Context: an optimization exercise on an open-source flow, tuned for small area, a short achievable clock period and few clock cycles. The choices shown serve that exercise and are no tape-out recipe. In this exercise RTL edits were held to simulation tests only and were not proved equivalent to the original.

## job 105
// jel_fsel
module jel_fsel (
    input  wire        clk,
    input  wire        rst,           
    input  wire        qt_we,
    input  wire [5:0]  qt_addr,
    input  wire [15:0] qt_wdata,
    input  wire        cmd_valid,
    output wire        cmd_ready,
    input  wire        cmd_op,        
    input  wire [6:0]  cmd_arg,       
    input  wire [6:0]  cmd_pool,      
    input  wire [15:0] cmd_nlevels,   
    output reg         rsp_valid,
    output reg  [7:0]  rsp_code,      
    output reg  [6:0]  rsp_result,
    output reg  [6:0]  nfreqs,
    input  wire [5:0]  freq_addr,
    output reg  [5:0]  freq_data
);
    function [4:0] qcode8(input [7:0] q);
        case (q)
        8'd1: qcode8 = 5'd30;
        8'd2: qcode8 = 5'd29;
        8'd3: qcode8 = 5'd28;
        8'd4: qcode8 = 5'd27;
        8'd5: qcode8 = 5'd26;
        8'd6: qcode8 = 5'd25;
        8'd7: qcode8 = 5'd24;
        8'd8: qcode8 = 5'd23;
        8'd9: qcode8 = 5'd22;
        8'd10: qcode8 = 5'd21;
        8'd11: qcode8 = 5'd20;
        8'd12: qcode8 = 5'd19;
        8'd13: qcode8 = 5'd18;
        8'd14: qcode8 = 5'd17;
        8'd15: qcode8 = 5'd16;
        8'd16: qcode8 = 5'd15;
        8'd17: qcode8 = 5'd15;
        8'd18: qcode8 = 5'd14;
        8'd19: qcode8 = 5'd13;
        8'd20: qcode8 = 5'd12;
        8'd21: qcode8 = 5'd12;
        8'd22: qcode8 = 5'd11;
        8'd23: qcode8 = 5'd11;
        8'd24: qcode8 = 5'd10;
        8'd25: qcode8 = 5'd10;
        8'd26: qcode8 = 5'd9;
  ...
Settings: LEC_CHECK=0, CAP_MARGIN=20, CORE_MARGIN=2, CORE_UTILIZATION=40, CTS_BUF_LIST=sky130_fd_sc_hd__clkbuf_4, SLEW_MARGIN=20; clock period 35.0 ns.
standard.sh (not shown) runs the stock make flow with config.mk's settings and CLKGATE_MAP_FILE= SYNTH_SCRIPT=/design/flow/synth_recipe.tcl, a recipe that flattens the netlist after the stock synthesis.
==> flow/flow/run.sh <==
#!/bin/bash
# Layout flow: the standard flow (standard.sh) with buf_2 cells as the
# port buffers, and timing repair aiming for extra setup slack.
set -euo pipefail
export BUFFER_PORTS_ARGS="-buffer_cell sky130_fd_sc_hd__buf_2"
export SETUP_SLACK_MARGIN=17
bash standard.sh > standard.log 2>&1
Testbench counts of job 105, summed over its fixed seeds: cycles 768.
### job 105 -> job 101
--- a/flow/design.v
+++ b/flow/design.v
@@ -565,60 +565,50 @@
                 code[i] <= wdat;
     end
     reg [63:0] unwr;
     always @* begin
         for (i = 0; i < 64; i = i + 1)
             unwr[i] = &code[i];
     end
     wire loaded = ~|unwr;
-    wire [4:0] nthr = (cmd_nlevels[15:8] != 8'd0) ? 5'd31 : ncode8(cmd_nlevels[7:0]);
-    reg [63:0] adm;
-    always @* begin
-        for (i = 0; i < 64; i = i + 1)
-            adm[i] = ge5(code[i], nthr);
-    end
     assign cmd_ready = 1'b1;
     wire acc = cmd_valid && !rst;
+    wire [4:0] nthr = (cmd_nlevels[15:8] != 8'd0) ? 5'd31 : ncode8(cmd_nlevels[7:0]);
     wire q_epos  = (cmd_arg > 7'd63);
     wire s_epool = (cmd_pool > 7'd64);
     wire e_pos   = !cmd_op && q_epos;
     wire e_pool  = cmd_op && s_epool;
     wire e_unl   = !(cmd_op ? s_epool : q_epos) && !loaded;
     wire sel_ok  = cmd_op && !s_epool && loaded;
-    reg [7:0] adec_hi, adec_lo, qoct;
-    reg       qadm;
-    always @* begin
-        for (i = 0; i < 8; i = i + 1) begin
-            adec_hi[i] = (cmd_arg[5:3] == i[2:0]);
-            adec_lo[i] = (cmd_arg[2:0] == i[2:0]);
-        end
-        for (i = 0; i < 8; i = i + 1)
-            qoct[i] = |(adec_lo & adm[8*i +: 8]);
-        qadm = |(adec_hi & qoct);
-    end
+    wire [4:0] qcode = code[cmd_arg[5:0]];
     reg        r_sel, r_qual, r_epos, r_epool, r_eunl;
-    reg [63:0] mask;
+    reg [4:0]  sthr;     
     reg [6:0]  pool;
     always @(posedge clk) begin
         rsp_valid <= acc;
         if (acc) begin
             r_sel   <= sel_ok;
-            r_qual  <= !cmd_op && !q_epos && loaded && qadm;
+            r_qual  <= !cmd_op && !q_epos && loaded && ge5(qcode, nthr);
             r_epos  <= e_pos;
             r_epool <= e_pool;
             r_eunl  <= e_unl;
         end
         if (acc && cmd_op && !s_epool)
-            mask <= adm;
+            sthr <= nthr;
         if (rst || wr_nz)
             pool <= 7'd0;
         else if (acc && sel_ok)
             pool <= cmd_pool;
     end
+    reg [63:0] mask;
+    always @* begin
+        for (i = 0; i < 64; i = i + 1)
+            mask[i] = ge5(code[i], sthr);
+    end
     function [3:0] cnt8(input [7:0] m);
         reg a0, a1, b0, b1, c0, c1, d0, d1, e0, e1, f0, f1;
         begin
             a0 = m[0] ^ m[1] ^ m[2];  a1 = (m[0] & m[1]) | (m[2] & (m[0] | m[1]));
             b0 = m[3] ^ m[4] ^ m[5];  b1 = (m[3] & m[4]) | (m[5] & (m[3] | m[4]));
             c0 = m[6] ^ m[7];         c1 = m[6] & m[7];
             d0 = a0 ^ b0 ^ c0;        d1 = (a0 & b0) | (c0 & (a0 | b0));
             e0 = a1 ^ b1 ^ c1;        e1 = (a1 & b1) | (c1 & (a1 | b1));
==> notes.md <==
Job 101 vs job 105 — multi-input logic area climbed by more than 10%. Going from job 105 to job 101, number of fillers in the final layout shrank by a few percent. Job 101 — sequential fraction of the synthesis area 5.8 points lower, job 105 as reference. Shortest period the worst path allows (lower): job 101. Of job 105 and job 101, the run reporting the lower tapcell count was job 101. Taking job 105 as 1.0, job 101 lands at 0.911 on number of clock buffer instances in the layout. Smallest hold slack: job 105 and job 101 compared, higher one is job 101. Maximum frequency: job 101 vs job 105 up 0.00019 GHz. Register-to-register setup slack was lower in the run labelled job 105. Across both runs, wire length on met2 was higher for job 101 than for job 105. Area growth from synthesis to layout for job 101 is higher than for job 105. Diff job 105 -> job 101: synthesized area -840 sq um, global-route wire length before repair +about 25%.
Testbench counts of job 101, summed over its fixed seeds: cycles 768.

[separate check: timing with driven ports]
Ports are ideal in the flow. The routed layouts listed here were re-timed in OpenROAD.
Step 1 (the two cells are an assumption about what drives the block):
set clk [get_ports {clk}]
set_driving_cell -lib_cell sky130_fd_sc_hd__clkbuf_16 $clk
set_driving_cell -lib_cell sky130_fd_sc_hd__buf_2 [delete_from_list [all_inputs] $clk]
Step 2 times the ports against the registers' clock, not the clock port: input delays grow and output delays shrink by t, the midpoint of the rising clock arrivals with the driver on.
Slacks: ideal ports / drivers / drivers and shift; pairs: ideal ports / drivers.
run	shift t [ns]	slack for setup (ns)	worst setup path after step 2	pins driven straight from the clock port
job 105	0.884	15.891 / 15.857 / 15.857	input to output	1
job 101	0.919	15.959 / 15.909 / 15.909	input to output	1
After both steps every run listed still meets setup and hold. The setup slack of job 101, which loses most, moves by -0.050 ns with the drivers and by -0.050 ns with both steps.
